This design comes from an exercise in tuning for small area, a short achievable clock period and few clock cycles on the open sky130 flow, not from production work.
The RTL of this run was laid out without a check of its function.
No activity file was given, so power comes from the tool's default toggle rates.

**flow/design.v**
```verilog
module fww_macro_cpu (
    input  wire        clk,
    input  wire        rst,           
    input  wire        start,         
    input  wire [11:0] start_pc,
    input  wire        ext_allowed,   
    output wire        busy,
    output wire        done,
    output wire [2:0]  status_code,
    output wire [15:0] status_info,
    output wire [15:0] acc,
    output wire [15:0] pc,
    output wire [15:0] ir,
    output wire        mem_req,
    output wire        mem_we,
    output wire [11:0] mem_addr,
    output wire [15:0] mem_wdata,
    input  wire        mem_ack,
    input  wire [15:0] mem_rdata
);
    localparam I_IDLE    = 0,
               I_DONE    = 1,
               I_FETCH   = 2,     
               I_DECODE  = 3,     
               I_OPREAD  = 4,     
               I_WRITE   = 5,     
               I_READ2   = 6,     
               I_NEXT    = 7,     
               I_MUL     = 8,
               I_DIV     = 9,
               I_NEXTMD  = 10,    
               I_REFETCH = 11,    
               I_JS2     = 12;    
    localparam [2:0] ST_RUNNING = 3'd0,
                     ST_HALTED  = 3'd1,
                     ST_DIVZERO = 3'd2,
                     ST_EXTDIS  = 3'd3,
                     ST_ADDROOR = 3'd4;
    localparam [3:0] OP_LOAD = 4'd1,  OP_STORE = 4'd2,
                     OP_ADD = 4'd3,  OP_SUB = 4'd4,   OP_MUL = 4'd5,
                     OP_DIV = 4'd6,  OP_JUMP = 4'd7,  OP_JZ = 4'd8,
                     OP_JN = 4'd9,   OP_JSUB = 4'd10, OP_RET = 4'd11,
                     OP_LOADI = 4'd12, OP_LOADID = 4'd13;
    reg [12:0] st;
    reg [15:0] acc_r, pc_r, ir_r;
    reg [15:0] v_r;             
    reg [2:0]  st_code;
    reg        ext_r;
    reg        neg_r;           
    reg        yinv_r;          
    reg [3:0]  cnt;             
    reg        rq_r, rw_r;      
    reg [11:0] ra_r;
    wire s_idle = st[I_IDLE],   s_done = st[I_DONE],     s_fetch = st[I_FETCH];
    wire s_dec  = st[I_DECODE], s_opr  = st[I_OPREAD],   s_wr    = st[I_WRITE];
    wire s_rd2  = st[I_READ2],  s_next = st[I_NEXT],     s_mul   = st[I_MUL];
    wire s_div  = st[I_DIV],    s_nmd  = st[I_NEXTMD],   s_ref   = st[I_REFETCH];
    wire s_js2  = st[I_JS2];
    function automatic is_read(input [3:0] op);
        is_read = (op == OP_LOAD) || (op == OP_ADD) || (op == OP_SUB) || (op == OP_MUL) ||
                  (op == OP_DIV) || (op == OP_RET) || (op == OP_LOADID);
    endfunction
    wire [3:0]  opcode  = ir_r[15:12];
    wire [11:0] operand = ir_r[11:0];
    wire [15:0] pc_inc  = {3'd0, {1'b0, pc_r[11:0]} + 13'd1};    
    wire        pc_last = (pc_r[11:0] == 12'hfff);    
    wire        pc_ok   = (pc_r[15:12] == 4'd0);
    wire        acc_zero = (acc_r == 16'd0);
    wire o_load  = (opcode == OP_LOAD);
    wire o_add   = (opcode == OP_ADD);
    wire o_sub   = (opcode == OP_SUB);
    wire o_mul   = (opcode == OP_MUL);
    wire o_div   = (opcode == OP_DIV);
    wire o_jsub  = (opcode == OP_JSUB);
    wire o_ret   = (opcode == OP_RET);
    wire o_loadi = (opcode == OP_LOADI);
    wire o_ldid  = (opcode == OP_LOADID);
    wire op_read  = is_read(opcode);
    wire op_write = (opcode == OP_STORE) || o_jsub;
    wire ext_bad  = (o_loadi | o_ldid) & ~ext_r;
    wire taken    = (opcode == OP_JUMP) ||
                    ((opcode == OP_JZ) && acc_zero) ||
                    ((opcode == OP_JN) && acc_r[15]);
    wire [3:0] r_op     = mem_rdata[15:12];
    wire       r_jsub   = (r_op == OP_JSUB);
    wire       r_store  = (r_op == OP_STORE);
    wire       r_extbad = ((r_op == OP_LOADI) || (r_op == OP_LOADID)) && !ext_r;
    wire       r_seq    = !is_read(r_op) && !r_store && !r_jsub &&
                          !(r_op == OP_JUMP) &&
                          !((r_op == OP_JZ) && acc_zero) &&
                          !((r_op == OP_JN) && acc_r[15]);
    wire rdata_zero = (mem_rdata == 16'd0);
    wire ack        = mem_ack;
    wire        x_ir  = s_mul | s_div;
    wire        x_inv = s_nmd | s_opr;
    wire        y_en  = s_next | s_div | (s_mul & acc_r[0]);
    wire        cin   = yinv_r | x_inv;
    wire [15:0] add_x = x_ir ? (s_div ? {ir_r[14:0], acc_r[15]} : ir_r)
                             : (acc_r ^ {16{x_inv}});
    wire [15:0] add_y = (v_r ^ {16{yinv_r}}) & {16{y_en}};
    wire [16:0] add_s = {1'b0, add_x} + {1'b0, add_y} + {16'd0, cin};
    wire        qbit  = add_s[16];
    wire mul_last = (acc_r[15:1] == 15'd0);
    assign busy        = ~s_idle & ~s_done;
    assign done        = s_done;
    assign status_code = st_code;
    assign status_info = (st_code == ST_DIVZERO) ? {4'd0, operand} :
                         (st_code == ST_EXTDIS)  ? {12'd0, opcode} :
                         ((st_code == ST_ADDROOR) && pc_ok) ? v_r :
                         pc_r;
    assign acc         = acc_r;
    assign pc          = pc_r;
    assign ir          = ir_r;
    assign mem_req     = rq_r;
    assign mem_we      = rw_r;
    assign mem_addr    = ra_r;
    assign mem_wdata   = o_jsub ? pc_r : acc_r;    
    wire go      = (s_idle | s_done) & start;
    wire f_ack   = s_fetch & pc_ok & ack;
    wire f_bad   = s_fetch & ~pc_ok;
    wire o_ack   = s_opr & ack;
    wire div_z   = o_ack & o_div & rdata_zero;
    wire div_go  = o_ack & o_div & ~rdata_zero;
    wire ld_bad  = o_ack & o_ldid & (mem_rdata[15:12] != 4'd0);
    wire d_exe   = s_dec & ~op_read & ~op_write & ~ext_bad;    
    wire div_end = s_div & (cnt == 4'd0);
    wire md_end  = (s_mul & mul_last) | div_end;
    wire to_next = (o_ack & (o_load | o_add | o_sub)) | (s_wr & ack & ~o_jsub) |
                   (s_rd2 & ack) | (s_ref & ack);
    wire [12:0] st_n;
    assign st_n[I_IDLE]    = s_idle & ~start;
    assign st_n[I_DONE]    = (s_done & ~start) | f_bad | (f_ack & rdata_zero) |
                             (s_dec & ext_bad) | div_z | ld_bad;
    assign st_n[I_FETCH]   = go | (s_fetch & pc_ok & ~ack) | d_exe |
                             (o_ack & o_ret) | s_next | (s_nmd & ~pc_last) | s_js2;
    assign st_n[I_DECODE]  = f_ack & ~rdata_zero;
    assign st_n[I_OPREAD]  = (s_dec & op_read & ~ext_bad) | (s_opr & ~ack);
    assign st_n[I_WRITE]   = (s_dec & op_write) | (s_wr & ~ack);
    assign st_n[I_READ2]   = (o_ack & o_ldid & ~ld_bad) | (s_rd2 & ~ack);
    assign st_n[I_NEXT]    = to_next;
    assign st_n[I_MUL]     = (o_ack & o_mul) | (s_mul & ~mul_last);
    assign st_n[I_DIV]     = div_go | (s_div & ~div_end);
    assign st_n[I_NEXTMD]  = md_end;
    assign st_n[I_REFETCH] = (s_nmd & pc_last) | (s_ref & ~ack);
    assign st_n[I_JS2]     = s_wr & ack & o_jsub;
    always @(posedge clk) begin
        if (rst)
            st <= 13'd1 << I_IDLE;
        else
            st <= st_n;
    end
    always @(posedge clk) begin
        if (rst) begin
            rq_r <= 1'b0;
            rw_r <= 1'b0;
        end else if (go) begin
            rq_r <= 1'b1;
            rw_r <= 1'b0;
        end else if (f_ack) begin
            rq_r <= ~rdata_zero & ~r_jsub & ~r_extbad & ~(r_seq & pc_last);
            rw_r <= r_store;
        end else if (s_dec & o_jsub) begin
            rq_r <= 1'b1;
            rw_r <= 1'b1;
        end else if (to_next | s_js2) begin
            rq_r <= ~pc_last;
            rw_r <= 1'b0;
        end else if (o_ack & o_ret) begin
            rq_r <= (mem_rdata[15:12] == 4'd0);
        end else if (o_ack & o_ldid) begin
            rq_r <= ~ld_bad;
        end else if (md_end) begin
            rq_r <= 1'b1;
        end else if (f_bad | (s_dec & ext_bad) | o_ack | (s_wr & ack)) begin
            rq_r <= 1'b0;
            rw_r <= 1'b0;
        end
    end
    always @(posedge clk) begin
        if (go)
            ra_r <= start_pc;
        else if ((f_ack & ~r_seq) | (o_ack & (o_ret | o_ldid)))
            ra_r <= mem_rdata[11:0];
        else if ((f_ack & r_seq) | to_next | s_js2)
            ra_r <= pc_inc[11:0];
        else if (md_end)
            ra_r <= pc_inc[11:0] | {12{pc_last}};    
    end
    always @(posedge clk) begin
        if (go)
            pc_r <= {4'd0, start_pc};
        else if ((s_dec & taken & ~op_read & ~op_write) | (s_wr & ack & o_jsub))
            pc_r <= {4'd0, operand};
        else if ((d_exe & ~taken) | (s_dec & o_jsub) | s_next | (s_nmd & ~pc_last) | s_js2)
            pc_r <= pc_inc;
        else if (o_ack & o_ret)
            pc_r <= mem_rdata;
        if (go)
            acc_r <= 16'd0;
        else if (d_exe & o_loadi)
            acc_r <= {4'd0, operand};
        else if (s_next & (o_load | o_ldid))
            acc_r <= v_r;
        else if ((s_next & (o_add | o_sub)) | (div_go & acc_r[15]) | (s_nmd & neg_r) |
                 (s_mul & mul_last))
            acc_r <= add_s[15:0];
        else if (s_mul)
            acc_r <= {1'b0, acc_r[15:1]};
        else if (s_div)
            acc_r <= {acc_r[14:0], qbit};
        if (go | (o_ack & (o_mul | (o_div & ~rdata_zero))))
            ir_r <= 16'd0;
        else if (f_ack | (s_ref & ack))
            ir_r <= mem_rdata;
        else if ((s_mul & ~mul_last) | (s_div & qbit))
            ir_r <= add_s[15:0];
        else if (s_div)
            ir_r <= {ir_r[14:0], acc_r[15]};
        if (o_ack | (s_rd2 & ack))
            v_r <= mem_rdata;
        else if (s_mul)
            v_r <= {v_r[14:0], 1'b0};
        if (o_ack)
            yinv_r <= o_sub | (o_div & ~mem_rdata[15]);
        if (go | busy)
            st_code <= {f_bad | ld_bad,
                        (s_dec & ext_bad) | div_z,
                        (f_ack & rdata_zero) | (s_dec & ext_bad)};
        if (go)
            ext_r <= ext_allowed;
        if (o_ack)
            neg_r <= o_div & (acc_r[15] ^ mem_rdata[15]);
        if (div_go)
            cnt <= 4'd15;
        else if (s_div)
            cnt <= cnt - 4'd1;
    end
endmodule
```
**flow/run.sh**
```bash
#!/bin/bash
# synth_recipe.tcl (not shown) runs the flow's synth.tcl, then flattens the netlist and writes it again
# the make line also repeats each setting of config.mk as NAME=value (left out here)
make -C /OpenROAD-flow-scripts/flow DESIGN_CONFIG=/design/flow/config.mk WORK_HOME=/design/flow/orfs CLKGATE_MAP_FILE= SYNTH_SCRIPT=/design/flow/synth_recipe.tcl finish
```
**flow/config.mk**
```make
export PLATFORM = sky130hd
export DESIGN_NAME = fww_macro_cpu
export DESIGN_NICKNAME = fww_macro_cpu
export VERILOG_FILES = /design/flow/design.v
export SDC_FILE = /design/flow/constraint.sdc
export NUM_CORES = 4
export LEC_CHECK = 0
export CAP_MARGIN = 20
export CORE_MARGIN = 2
export CORE_UTILIZATION = 40
export SETUP_SLACK_MARGIN = 4
export SLEW_MARGIN = 20
```
**flow/constraint.sdc**
```tcl
create_clock -name core_clock -period 8.0 [get_ports {clk}]
set_input_delay 1.6000 -clock core_clock [delete_from_list [all_inputs] [get_ports {clk}]]
set_output_delay 1.6000 -clock core_clock [all_outputs]
set_load 0.01 [all_outputs]
```
==> impl_metrics.json <==
{
  "status": "complete, no violations",
  "fin_nets": 1102,
  "final.min_clock_period_ps": 3940,
  "yosysSeqAreaShare": 0.313,
  "synth_fa_ha_area_frac": 0.0335,
  "dieHeight_um": 145,
  "die_w_um": 145,
  "synth_area_um2": 7920,
  "crit_family": "flip-flops",
  "syn_nets": 995,
  "cp.required_ps": 6400,
  "path_cells": "and4bb_4 -> mux2_2 -> clkdlybuf4s50_1",
  "core_area_um2": 19500,
  "tightest_slew_ps": 1120,
  "clkPwrFrac": 0.335,
  "endpoint_kind": "output port",
  "timing.fmax_mhz": 254,
  "synth.mux.area_fraction": 0.114,
  "via_count": 8336,
  "path_buf_inv": 1,
  "viasPerCell": 6.32,
  "hold_path.class": "register to register",
  "synthToLayoutAreaGrowth_pct": 27.1,
  "grt_max_degree": 51,
  "cts_tree": "yes",
  "fin_skew_ps": 9.33,
  "utilization": 0.517,
  "die_area_um2": 20900,
  "switchingPower_uw": 412,
  "start_util": 0.407,
  "ys_seq_elements": 101,
  "synth_top_family_by_area": "simple AND/OR/NAND/NOR gates",
  "async_reset_ff_frac": 0,
  "finalSetupViolations": 0,
  "p_comb_frac": 0.205,
  "first_pass_iters": 8,
  "path_class": "register to output port",
  "slew_violations": 0,
  "min_delay_path_depth": 2,
  "grt_pass1_wl_mm": 47.7,
  "post_drt_wl_per_cell_um": 24.7,
  "finalSetupTns_ps": 0,
  "cp.depth": 3,
  "leakagePower_uw": 0.00391,
  "arrival_ps": 2340,
  "rsz0062_at_grt": "true",
  "pwr-share-seq": 0.460,
  "clk_pin_slew_ps": 70,
  "slowest_delay_ps": 630,
  "maxCapViolCount": 0,
  "rows": 51,
  "cp-start-kind": "register",
  "crit_path_top_delay_cell": "dfxtp_2",
  "clk_path_buf_depth": 2,
  "r2r_cells": 15,
  "yosys_warnings": 1,
  "cts_root_buffer": "clkbuf_16",
  "grt_util_all_layers": 0.307,
  "crit_fanout": 20,
  "place_hpwl_mm": 22.9,
  "period_share": 0.492,
  "grt_remaining_overflow": 0,
  "drt-total-wl_mm": 32.6,
  "synth_cell_types": 82,
  "synth_enable_flop_cells": 46,
  "synth_simple_gate_area_frac": 0.220,
  "clk_latency_ps": 360,
  "globalplace.congestion": 0.897,
  "ir_worst_vdd_uv": 102,
  "worst_slack_ps": 4060,
  "drt_iter0_drc": 935,
  "cts.hold.buffers_added": 0,
  "power.density_nw_per_um2": 137,
  "pre_cts_ws_ps": 3110,
  "drc": 0,
  "drive_gt1_frac": 0.136,
  "hold_viol_final": 0,
  "syn_inst": 942,
  "grt_pass1_vias": 7658,
  "p_sw_frac": 0.300,
  "drtAntennaViolNets": 0,
  "io_buffers": 131,
  "io_pins": 132,
  "syn_area_per_cell_um2": 8.41,
  "synth-main-ff-cell": "dfxtp_1",
  "synth_xor_xnor_area_share": 0.0597,
  "antenna_found_initial": 1,
  "whs_ps": 506,
  "cts_max_level": 3,
  "cts_sinks": 101,
  "numCtsBuffers": 9,
  "synth_compound_area_frac": 0.215,
  "internal_power_uw": 962,
  "timing.slew.headroom": 0.249
}
==> layout make-up <==
| class | count | area [µm²] |
|---|---|---|
| Multi-Input combinational cell | 766 | 5340 |
| Clock inverter | 2 | 12.5 |
| Timing Repair Buffer | 152 | 1530 |
| Sequential cell | 101 | 2490 |
| Clock buffer | 14 | 295 |
| Antenna cell | 1 | 2.50 |
| Inverter | 19 | 71.3 |
| Fill cell | 1882 | 9400 |
| Tap cell | 265 | 332 |
==> stage by stage <==
stage / cell area, µm² / instances / total power (µW)
5_1_grt: 10100 / 1320 / 1420
3_5_place_dp: 9350 / 1286 / 902
2_1_floorplan: 7920 / 942 / 755
3_3_place_gp: 9350 / 1286 / 903
6_report: 10100 / 1320 / 1370
4_1_cts: 9870 / 1313 / 1370
==> cell families after synthesis <==
kind of cell | Yosys count
AO/OA/AOI/OAI | 249
XOR/XNOR | 54
adder cells (fa/ha/maj) | 20
buffers and inverters | 79
flip-flops | 101
multiplexers | 85
AND/OR/NAND/NOR | 354
==> Yosys cell counts (4+ instances only) <==
master	count	area, µm²
nor3_1	16	80.1
a22oi_1	5	37.5
buf_1	4	15.0
nor4_1	7	43.8
ha_1	18	225
mux2i_1	41	410
o211ai_1	18	135
nor2_1	80	300
dfxtp_1	55	1100
nand2b_1	14	87.6
a211oi_1	20	150
nand4_1	7	43.8
or2_2	4	25.0
o31ai_1	4	30.0
a221o_1	4	40.0
clkbuf_1	36	135
xor2_1	24	210
buf_2	14	70.1
o221ai_1	11	96.3
a21oi_1	48	240
nor2b_1	13	81.3
and3_1	20	125
buf_6	4	45.0
edfxtp_1	46	1380
and2_1	6	37.5
a22o_1	4	35.0
a211o_1	5	43.8
nand3_1	50	250
xnor2_1	30	263
or3_1	8	50.1
a21o_1	4	30.0
o22ai_1	13	81.3
nand3b_1	4	30.0
mux2_2	44	495
a31oi_1	24	150
nand2_1	106	398
inv_1	17	63.8
o21ai_0	50	250
==> tightest hold or removal path: cells and delay by family, from the launching register on <==
family / cells / cell delay, ps
AOI/OAI and AO/OA: 1 / 50
DFF: 1 / 340
and+or+nand+nor: 1 / 70
==> registers in the layout, indices dropped and copies added (netlist names), 3 cells and up <==
signal   cells
acc_r       16
cnt          4
ir_r        16
pc_r        16
ra_r        12
st          13
st_code      3
v_r         16
==> power groups by stage <==
stage	Sequential [µW]	Clock (µW)	Combinational [µW]
3_3_place_gp	638	0	265
4_1_cts	628	465	277
2_1_floorplan	620	0	135
3_5_place_dp	637	0	265
6_report	632	460	282
5_1_grt	633	481	303
==> path summary, 6_finish.rpt <==
kind | from | to | slack (ps)
setup reg to reg | st[10] | ir_r[6] | 4080
hold reg to reg | st[5] | st[5] | 510
setup / recovery | ir_r[15] | mem_wdata[3] | 4060
hold / removal | st[5] | st[5] | 510
==> per-layer routing <==
layer,global-route usage,wire length (µm),up-vias
met3,0.0615,2990,88
met2,0.485,15000,518
met1,0.422,13700,3993
li1,-,-,3737
met4,0.0996,941,0
met5,0,0,-
==> layout by cell type, fill, tap and decap left out, types with 5 or more instances in the layout <==
| master | Yosys | final |
|---|---|---|
| clkbuf_16 | 0 | 10 |
| dlymetal6s2s_1 | 0 | 18 |
| o221ai_1 | 11 | 11 |
| or2_2 | 4 | 5 |
| o211ai_1 | 18 | 18 |
| nand4_1 | 7 | 7 |
| o22ai_1 | 13 | 13 |
| dfxtp_2 | 0 | 7 |
| xnor2_1 | 30 | 30 |
| a31oi_1 | 24 | 21 |
| dfxtp_1 | 55 | 48 |
| nand2_1 | 106 | 105 |
| a21oi_1 | 48 | 47 |
| edfxtp_1 | 46 | 46 |
| mux2i_1 | 41 | 41 |
| a211o_1 | 5 | 5 |
| nand3_1 | 50 | 47 |
| and2_1 | 6 | 6 |
| a22oi_1 | 5 | 5 |
| mux2_2 | 44 | 44 |
| a211oi_1 | 20 | 18 |
| buf_4 | 2 | 20 |
| and3_1 | 20 | 19 |
| or3_1 | 8 | 7 |
| nor2_1 | 80 | 74 |
| ha_1 | 18 | 18 |
| clkdlybuf4s50_1 | 0 | 112 |
| nor2b_1 | 13 | 13 |
| o21ai_0 | 50 | 49 |
| inv_1 | 17 | 17 |
| nor3_1 | 16 | 13 |
| nand2b_1 | 14 | 12 |
| xor2_1 | 24 | 24 |
==> what timing repair did <==
action,in CTS,in global routing
endpoints found under the setup margin,73,72
setup buffers,7,6
cloned,4,0
pin swaps,5,5
resized for setup,31,38
hold endpoints to repair,0,0

## port drivers added, routing unchanged
In the flow no input, the clock included, has a driving cell. The finished layout below was timed again as built, in two steps.
Step 1 sets driving cells, clkbuf_16 on the clock port and buf_2 on the other inputs (assumed; they add their load-dependent delay and slew).
Step 2, shift: input delay + t, output delay - t, t = (earliest + latest rising clock arrival at the registers) / 2. This alone moves slack from input paths to output paths.
Slacks: no drivers / after step 1 / after step 2; pairs: no drivers / after step 1.
t (ns): 0.403
setup slack, ns: 4.063 / 4.015 / 3.714
worst hold slack (ns): 0.506 / 0.506 / 0.506
worst slew at a driven data input, ns: 0.05
After both steps setup and hold are still met in this run. The setup slack of this run moves by -0.048 ns with the drivers and by -0.349 ns with both steps.
